From an optimization exercise on the open Yosys and OpenROAD flow, aimed at small area; shortcuts taken in it are not production practice.
Only simulation tests tie the RTL to the original design; equivalence was not proved.
Power figures rest on the tool's default switching activity, not on a simulated workload.

==> flow/design.v (excerpt) <==
module aqa32_core (
    input  wire        clk,
    input  wire        rst,           
    output wire        mem_req,
    output wire        mem_we,
    output wire [7:0]  mem_addr,
    output wire [31:0] mem_wdata,
    input  wire        mem_ready,
    input  wire [31:0] mem_rdata,
    output wire        out_valid,
    output wire        out_chr,       
    output wire [31:0] out_value,
    input  wire        inp_avail,
    output wire        inp_take,
    output wire        halted,
    output wire        fault,
    output wire [2:0]  fault_code,
    output wire [31:0] fault_pc
);
    localparam [4:0] OP_LDR = 5'd0,  OP_STR = 5'd1,  OP_ADD = 5'd2,  OP_SUB = 5'd3,
                     OP_MOV = 5'd4,  OP_CMP = 5'd5,  OP_B   = 5'd6,  OP_BEQ = 5'd7,
                     OP_BNE = 5'd8,  OP_BGT = 5'd9,  OP_BLT = 5'd10, OP_AND = 5'd11,
                     OP_ORR = 5'd12, OP_EOR = 5'd13, OP_MVN = 5'd14, OP_LSL = 5'd15,
                     OP_LSR = 5'd16, OP_HALT = 5'd17, OP_INP = 5'd18, OP_OUT = 5'd19;
  ...
For scale: ~150 I/O pins.
==> flow/config.mk <==
export PLATFORM = sky130hd
export DESIGN_NAME = aqa32_core
export DESIGN_NICKNAME = aqa32_core
export VERILOG_FILES = /design/flow/design.v
export SDC_FILE = /design/flow/constraint.sdc
export NUM_CORES = 4
export LEC_CHECK = 0
export ABC_AREA = 1
export CAP_MARGIN = 20
export CORE_MARGIN = 2
export CORE_UTILIZATION = 65
export PLACE_DENSITY = 0.75
export SLEW_MARGIN = 20
==> flow/constraint.sdc <==
create_clock -name core_clock -period 12.0 [get_ports {clk}]
set_input_delay 2.4000 -clock core_clock [delete_from_list [all_inputs] [get_ports {clk}]]
set_output_delay 2.4000 -clock core_clock [all_outputs]
set_load 0.01 [all_outputs]
standard.sh (not shown) runs the stock make flow with config.mk's settings and CLKGATE_MAP_FILE= SYNTH_SCRIPT=/design/flow/synth_recipe.tcl, a recipe that flattens the netlist after the stock synthesis.
==> flow/flow/run.sh <==
#!/bin/bash
# The standard ORFS layout with three changes:
#  - synthesis maps the logic with a stronger ABC area script (flow/abc_area.script:
#    rounds of strash; dch; map -a, then amap) instead of ORFS's abc_area.script;
#    everything else in synthesis (registers included) is the standard synthesis;
#  - port buffers use the smallest buffer cell (buf_1);
#  - clock tree synthesis uses clkbuf_4 in clusters of at most 12 sinks, without
#    dummy loads.
set -euo pipefail
work=$PWD
rm -rf "$work/scripts_area"
cp -r "$FLOW_HOME/scripts" "$work/scripts_area"
cp "$work/flow/abc_area.script" "$work/scripts_area/abc_area.script"
bash standard.sh "SCRIPTS_DIR=$work/scripts_area" synth > synth.log 2>&1
bash standard.sh \
  "BUFFER_PORTS_ARGS=-buffer_cell sky130_fd_sc_hd__buf_1" \
  "CTS_ARGS=-sink_clustering_enable -repair_clock_nets -buf_list sky130_fd_sc_hd__clkbuf_4 -sink_clustering_size 11 -sink_clustering_max_diameter 45 -dont_use_dummy_load" \
  finish > standard.log 2>&1
==> flow/flow/abc_area.script <==
strash
dch
map -a
strash
dch
map -a
strash
dch
amap
topo
The first run finished with timing, DRC and antenna clean.
Edit:
--- a/flow/flow/run.sh
+++ b/flow/flow/run.sh
@@ -17 +17 @@
-  "CTS_ARGS=-sink_clustering_enable -repair_clock_nets -buf_list sky130_fd_sc_hd__clkbuf_4 -sink_clustering_size 11 -sink_clustering_max_diameter 45 -dont_use_dummy_load" \
+  "CTS_ARGS=-sink_clustering_enable -repair_clock_nets -buf_list sky130_fd_sc_hd__clkbuf_4 -sink_clustering_size 12 -sink_clustering_max_diameter 40 -dont_use_dummy_load" \
Settings changed: CORE_UTILIZATION 65 to 55, PLACE_DENSITY 0.75 to 0.7.
After rerunning: Clock power drops by a few percent; wire length drops by a few percent; synthesized area is unchanged; maximum frequency drops slightly; core utilization drops by 10 points; critical path depth is unchanged; via count climbs slightly.
Edit:
--- a/flow/flow/run.sh
+++ b/flow/flow/run.sh
@@ -3,3 +3,3 @@
-#  - synthesis maps the logic with a stronger ABC area script (flow/abc_area.script:
-#    rounds of strash; dch; map -a, then amap) instead of ORFS's abc_area.script;
-#    everything else in synthesis (registers included) is the standard synthesis;
+#  - synthesis maps the logic with a stronger ABC area script (three rounds of
+#    strash; dch; map -a) instead of ORFS's abc_area.script; everything else in
+#    synthesis (registers included) is the standard synthesis;
@@ -7,2 +7 @@
-#  - clock tree synthesis uses clkbuf_4 in clusters of at most 12 sinks, without
-#    dummy loads.
+#  - clock tree synthesis uses clkbuf_4 in small clusters, without dummy loads.
Settings changed: CORE_UTILIZATION 55 to 65, PLACE_DENSITY 0.7 to 0.75.
Result: The changed run completed without violations. Fmax goes up by about 2.3%. Worst setup slack improved by 140 ps. Sequential cell count is unchanged. Sequential share of layout area goes up by 0.35 points. Routed wire length goes up by 1.6%. Non-clock buffer count goes down by 1. Clock skew barely changes. Clock power goes up by about 0.6%. Critical path depth stays the same. Design area goes down by about 0.46%.

* * *

## v36
The RTL this note starts from:
==> flow/design.v <==
module aqa32_core (
    input  wire        clk,
    input  wire        rst,           
    output wire        mem_req,
    output wire        mem_we,
    output wire [7:0]  mem_addr,
    output wire [31:0] mem_wdata,
    input  wire        mem_ready,
    input  wire [31:0] mem_rdata,
    output wire        out_valid,
    output wire        out_chr,       
    output wire [31:0] out_value,
    input  wire        inp_avail,
    output wire        inp_take,
    output wire        halted,
    output wire        fault,
    output wire [2:0]  fault_code,
    output wire [31:0] fault_pc
);
    localparam [4:0] OP_LDR = 5'd0,  OP_STR = 5'd1,  OP_ADD = 5'd2,  OP_SUB = 5'd3,
                     OP_MOV = 5'd4,  OP_CMP = 5'd5,  OP_B   = 5'd6,  OP_BEQ = 5'd7,
                     OP_BNE = 5'd8,  OP_BGT = 5'd9,  OP_BLT = 5'd10, OP_AND = 5'd11,
                     OP_ORR = 5'd12, OP_EOR = 5'd13, OP_MVN = 5'd14, OP_LSL = 5'd15,
                     OP_LSR = 5'd16, OP_HALT = 5'd17, OP_INP = 5'd18, OP_OUT = 5'd19;
    localparam [4:0] S_INIT  = 5'd0,    
                     S_FETCH = 5'd1,
                     S_DEC   = 5'd2,
                     S_STAT  = 5'd3,
                     S_OP    = 5'd4,    
                     S_CHK   = 5'd5,
                     S_MEM   = 5'd6,
                     S_LDD   = 5'd7,
                     S_WBW   = 5'd8,
                     S_WB    = 5'd9,    
                     S_OUTV  = 5'd10,
                     S_INP   = 5'd11,
                     S_INCW  = 5'd12,
                     S_INC   = 5'd13,   
                     S_ROT   = 5'd14,   
                     S_SHO   = 5'd15,   
                     S_FCW   = 5'd16,
                     S_FCAP  = 5'd17,   
                     S_FAULT = 5'd18,
                     S_HALT  = 5'd19;
    reg  [4:0]  st;
    reg  [4:0]  cnt;
    reg  [31:0] W;
    reg  [31:0] Y;
    reg  [7:0]  A8;
    reg  [8:0]  P;
    reg         pcc;      
    reg         alc;      
    reg         acc;      
    reg         gt;       
    reg         cz;       
    reg         cn;       
    reg  [2:0]  fcode;
    wire [4:0]  opcode = W[31:27];
    wire [3:0]  rn     = W[26:23];
    wire [3:0]  rd     = W[22:19];
    wire [2:0]  mode   = W[18:16];
    wire [15:0] o2     = W[15:0];
    wire is_ldr  = opcode == OP_LDR;
    wire is_str  = opcode == OP_STR;
    wire is_cmp  = opcode == OP_CMP;
    wire is_lsl  = opcode == OP_LSL;
    wire is_lsr  = opcode == OP_LSR;
    wire is_out  = opcode == OP_OUT;
    wire is_br   = (opcode >= OP_B) && (opcode <= OP_BLT);
    wire is_shift = is_lsl || is_lsr;
    wire alu_wr  = (opcode == OP_ADD) || (opcode == OP_SUB) || (opcode == OP_MOV) ||
                   (opcode == OP_AND) || (opcode == OP_ORR) || (opcode == OP_EOR) ||
                   (opcode == OP_MVN);
    wire uses_rn = (opcode == OP_ADD) || (opcode == OP_SUB) || (opcode == OP_AND) ||
                   (opcode == OP_ORR) || (opcode == OP_EOR) || (opcode == OP_LSL) ||
                   (opcode == OP_LSR) || (opcode == OP_CMP) || (opcode == OP_OUT);
    wire uses_rd = alu_wr || is_ldr || is_str || is_shift;
    wire f_op   = opcode >= 5'd20;
    wire f_mode = mode >= 3'd2;
    wire f_rng  = ((mode == 3'd0) && (o2 >= 16'd14)) ||
                  (uses_rn && (rn >= 4'd14)) || (uses_rd && (rd >= 4'd14));
    wire sfault = f_op || f_mode || f_rng;
    wire [2:0] scode = f_op ? 3'd3 : f_mode ? 3'd4 : 3'd2;
    wire c0    = cnt == 5'd0;
    wire c31   = cnt == 5'd31;
    wire pc_lo = cnt < 5'd9;
    wire a8_lo = cnt < 5'd8;
    wire hi8   = cnt >= 5'd8;
    wire pass  = (st == S_INIT) || (st == S_OP) || (st == S_WB) || (st == S_INC) ||
                 (st == S_ROT) || (st == S_SHO) || (st == S_FCAP);
    wire cc  = c0 ? (st != S_FCAP) : pcc;
    wire pcs = pc_lo && (P[0] ^ cc);
    wire [12:0] rb;
    genvar k;
    generate
        for (k = 0; k < 13; k = k + 1) begin : R
            reg [31:0] q;
            assign rb[k] = q[0];
        end
    endgenerate
    function rsel(input [3:0] idx, input [12:0] bits, input pcb);
        if (idx == 4'd13) rsel = pcb;
        else if (idx < 4'd13) rsel = bits[idx];
        else rsel = 1'b0;
    endfunction
    wire [3:0] sel_a = is_str ? rd : rn;
    wire a    = rsel(sel_a, rb, pcs);
    wire breg = rsel(o2[3:0], rb, pcs);
    wire wm   = W[cnt];
    wire imm  = wm && !cnt[4];
    wire op2  = mode[0] ? imm : breg;
    wire sub = (opcode == OP_SUB) || is_cmp;
    wire bb  = op2 ^ sub;
    wire ac  = c0 ? sub : alc;
    wire sum = a ^ bb ^ ac;
    wire co  = (a & bb) | (a & ac) | (bb & ac);
    reg  y;
    always @(*) begin
        case (opcode)
            OP_ADD, OP_SUB: y = sum;
            OP_AND:         y = a & op2;
            OP_ORR:         y = a | op2;
            OP_EOR:         y = a ^ op2;
            OP_MVN:         y = ~op2;
            default:        y = op2;
        endcase
    end
    reg taken;
    always @(*) begin
        case (opcode)
            OP_B:    taken = 1'b1;
            OP_BEQ:  taken = !cz;
            OP_BNE:  taken = cz;
            OP_BGT:  taken = cz && !cn;
            OP_BLT:  taken = cn;
            default: taken = 1'b0;
        endcase
    end
    wire [4:0] s   = A8[4:0];
    wire big       = acc || (A8[7:5] != 3'd0);
    wire lt        = cnt < s;
    wire shout     = Y[0] && !(is_lsl && lt);
    reg wbit;
    always @(*) begin
        case (st)
            S_OP:    wbit = y;
            S_WB:    wbit = wm;
            S_SHO:   wbit = shout;
            default: wbit = 1'b0;
        endcase
    end
    wire [3:0] wsel = (st == S_WB) ? A8[3:0] : rd;
    wire wrd   = ((st == S_OP) && alu_wr) || (st == S_SHO) || (st == S_WB);
    wire fin   = (st == S_INIT) || (st == S_WB) || (st == S_INC) || (st == S_SHO) ||
                 ((st == S_OP) && (alu_wr || is_cmp || is_br));
    wire pwr   = (st == S_INIT) || (wrd && (wsel == 4'd13)) ||
                 ((st == S_OP) && is_br && taken);
    wire pin   = pwr ? wbit : fin ? (P[0] ^ cc) : P[0];
    generate
        for (k = 0; k < 13; k = k + 1) begin : RW
            wire we = (st == S_INIT) || (wrd && (wsel == k));
            always @(posedge clk)
                R[k].q <= {we ? wbit : R[k].q[0], R[k].q[31:1]};
        end
    endgenerate
    wire dev_bad = acc || (A8[7:2] != 6'd0) || !(A8[0] ^ A8[1]);
    wire kbit    = !cnt[4] || (cnt == 5'd20);    
    reg [4:0] nst;
    always @(*) begin
        nst = st;
        case (st)
            S_INIT:  if (c31) nst = S_FETCH;
            S_FETCH: begin
                if (acc) nst = S_FAULT;
                else if (P[8]) nst = S_FCW;
                else if (mem_ready) nst = S_DEC;
            end
            S_DEC:   nst = S_STAT;
            S_STAT: begin
                if (sfault) nst = S_FCW;
                else if (opcode == OP_HALT) nst = S_HALT;
                else if (opcode == OP_INP) nst = S_INP;
                else if (c31) nst = S_OP;
            end
            S_OP: if (c31) nst = (is_ldr || is_str || is_out) ? S_CHK :
                                 is_shift ? S_ROT : S_FETCH;
            S_CHK: begin
                if (is_out) nst = (dev_bad || (gt && A8[1])) ? S_FCW : S_OUTV;
                else nst = acc ? S_FCW : S_MEM;
            end
            S_MEM:   if (mem_ready) nst = is_str ? S_INCW : S_LDD;
            S_LDD:   nst = S_WBW;
            S_WBW:   if (c31) nst = S_WB;
            S_WB:    if (c31) nst = S_FETCH;
            S_OUTV:  nst = S_INCW;
            S_INP:   if (inp_avail) nst = S_INCW;
            S_INCW:  if (c31) nst = S_INC;
            S_INC:   if (c31) nst = S_FETCH;
            S_ROT:   if (c31) nst = S_SHO;
            S_SHO:   if (c31) nst = S_FETCH;
            S_FCW:   if (c31) nst = S_FCAP;
            S_FCAP:  if (c31) nst = S_FAULT;
            default: ;
        endcase
    end
    always @(posedge clk) begin
        if (rst) begin
            st  <= S_INIT;
            cnt <= 5'd0;
        end else begin
            st  <= nst;
            cnt <= cnt + 5'd1;
        end
    end
    always @(posedge clk) begin
        if (st == S_FETCH) fcode <= 3'd2;
        else if (st == S_STAT) fcode <= scode;
        else if (st == S_CHK) fcode <= !is_out ? 3'd2 : dev_bad ? 3'd5 : 3'd6;
        if ((st == S_DEC) || (st == S_LDD)) W <= mem_rdata;
        pcc <= cc & P[0];
        if (pass && pc_lo) P <= {pin, P[8:1]};
        if ((st == S_OP) && a8_lo) A8 <= {op2, A8[7:1]};
        else if ((st == S_MEM) && mem_ready) A8[3:0] <= rd;
        if (pass) begin
            if (st == S_OP) Y <= {pwr ? wbit : a, Y[31:1]};
            else if (st == S_FCAP) Y <= {pcs, Y[31:1]};
            else if (st == S_ROT) begin
                if (big || (lt ^ is_lsl)) Y <= {(is_lsr || big) ? 1'b0 : Y[0], Y[31:1]};
            end else Y <= {wbit, Y[31:1]};
        end
        if ((st == S_OP) || fin)
            acc <= c0 ? 1'b0 : (acc || (hi8 && (fin ? (pwr && wbit) : op2)));
        alc <= co;
        gt  <= kbit ? (a && gt && !c0) : (a || gt);
        if (st == S_INIT) begin
            cz <= 1'b0;
            cn <= 1'b0;
        end else if ((st == S_OP) && is_cmp) begin
            cz <= (cz && !c0) || sum;
            if (c31) cn <= !co;
        end
    end
    assign mem_req   = (st == S_FETCH) || (st == S_MEM);
    assign mem_we    = (st == S_MEM) && is_str;
    assign mem_addr  = (st == S_FETCH) ? P[7:0] : A8;
    assign mem_wdata = Y;
    assign out_valid = st == S_OUTV;
    assign out_chr   = A8[1];
    assign out_value = Y;
    assign inp_take  = (st == S_INP) && inp_avail;
    assign halted    = st == S_HALT;
    assign fault     = st == S_FAULT;
    assign fault_code = fcode;
    assign fault_pc  = Y;
endmodule
Settings: LEC_CHECK=0, ABC_AREA=1, CAP_MARGIN=20, CORE_MARGIN=2, CORE_UTILIZATION=40, CTS_BUF_LIST=sky130_fd_sc_hd__clkbuf_4, PLACE_DENSITY=0.6, SLEW_MARGIN=20; clock period 12.0 ns.
run.sh (not shown) runs the stock make flow with config.mk's settings and CLKGATE_MAP_FILE= SYNTH_SCRIPT=/design/flow/synth_recipe.tcl, a recipe that flattens the netlist after the stock synthesis.
Stock flow here: none of the scripts above is used.
--- input diff v36..v11 ---
==> flow/flow/run.sh (new file) <==
#!/bin/bash
# Standard ORFS layout, with two changes: port buffers use the smallest buffer
# cell, and clock tree synthesis uses clkbuf_4 without dummy loads.
set -euo pipefail
bash standard.sh \
  "BUFFER_PORTS_ARGS=-buffer_cell sky130_fd_sc_hd__buf_1" \
  "CTS_ARGS=-sink_clustering_enable -repair_clock_nets -buf_list sky130_fd_sc_hd__clkbuf_8 -sink_clustering_size 20 -sink_clustering_max_diameter 60 -dont_use_dummy_load" \
  finish > standard.log 2>&1
==> flow/standard.sh (new file) <==
#!/bin/bash
# synth_recipe.tcl (not shown) runs the flow's synth.tcl, then flattens the netlist and writes it again
# the make line also repeats each setting of config.mk as NAME=value (left out here)
make -C /OpenROAD-flow-scripts/flow DESIGN_CONFIG=/design/flow/config.mk WORK_HOME=/design/flow/orfs CLKGATE_MAP_FILE= SYNTH_SCRIPT=/design/flow/synth_recipe.tcl "${@:-finish}"
--- a/flow/config.mk
+++ b/flow/config.mk
@@ -10,5 +10,4 @@
 export CORE_MARGIN = 2
 export CORE_UTILIZATION = 40
-export CTS_BUF_LIST = sky130_fd_sc_hd__clkbuf_4
 export PLACE_DENSITY = 0.6
 export SLEW_MARGIN = 20
removed: flow/run.sh
Results
Every run (v11 and v36) finished clean. Taking v36 as the reference, in v11 clock-pin slew reported for the worst setup and hold paths after clock tree synthesis now sits higher; final area now sits lower; time the final worst path needs with I/O delays and setup now sits lower; highest achievable clock rate now sits higher. Between v36 and v11, part of the total power dissipated in the clock network decreased. Worst setup slack: v11 > v36.
## Diff of input files: v25 against v11
==> flow/run.sh (new file) <==
#!/bin/bash
# synth_recipe.tcl (not shown) runs the flow's synth.tcl, then flattens the netlist and writes it again
# the make line also repeats each setting of config.mk as NAME=value (left out here)
make -C /OpenROAD-flow-scripts/flow DESIGN_CONFIG=/design/flow/config.mk WORK_HOME=/design/flow/orfs CLKGATE_MAP_FILE= SYNTH_SCRIPT=/design/flow/synth_recipe.tcl finish
--- a/flow/config.mk
+++ b/flow/config.mk
@@ -6,5 +6,4 @@
 export NUM_CORES = 4
 export LEC_CHECK = 0
-export ABC_AREA = 1
 export CAP_MARGIN = 20
 export CORE_MARGIN = 2
removed: flow/flow/run.sh
removed: flow/standard.sh
==> run notes <==
v25 vs. v11: clock network area share saw an increase, post-place setup slack saw a decrease, net switching power figure saw a decrease.
Of v11 and v25, v11 shows the higher register share of the cell area, with v25 below it.
Compare v11 and v25 | met2 usage higher: v25
Final instance area (v25 over v11): increase, about 13%
Summary of v25 over v11: worst-case headroom to the max-slew limit up 5.8 points, total track usage rose 1.2 points, overall power after layout went up, die area saw an increase.
On static leakage power, the lower figure sits with v11, not v25.

re-timing with driven ports:
Ports are ideal in the flow. The routed layouts listed here were re-timed in OpenROAD. Step 1 sets driving cells, clkbuf_16 on the clock port and buf_2 on the other inputs (assumed; they add their load-dependent delay and slew). Step 2 also shifts input and output timing later by t, the mid clock arrival at the registers, as if the neighbouring blocks saw the same clock. Three values: ideal ports, drivers, drivers and shift; two values: the first two.
run	t, ns	setup WS [ns]	worst slew at a driven data input, ns
the first run of note 1	0.687	5.881 / 5.840 / 6.527	0.04
the second run of note 1	0.675	5.781 / 5.743 / 6.208	0.06
the third run of note 1	0.674	5.924 / 5.883 / 6.558	0.05
v36	0.792	5.961 / 5.936 / 5.936	0.07
v11	0.557	6.728 / 6.700 / 6.700	0.06
v25	0.603	5.975 / 5.943 / 5.943	0.05
After both steps every run listed still meets setup and hold. For v25, which loses most, drivers alone change the setup slack by -0.032 ns; drivers and shift together by -0.032 ns.
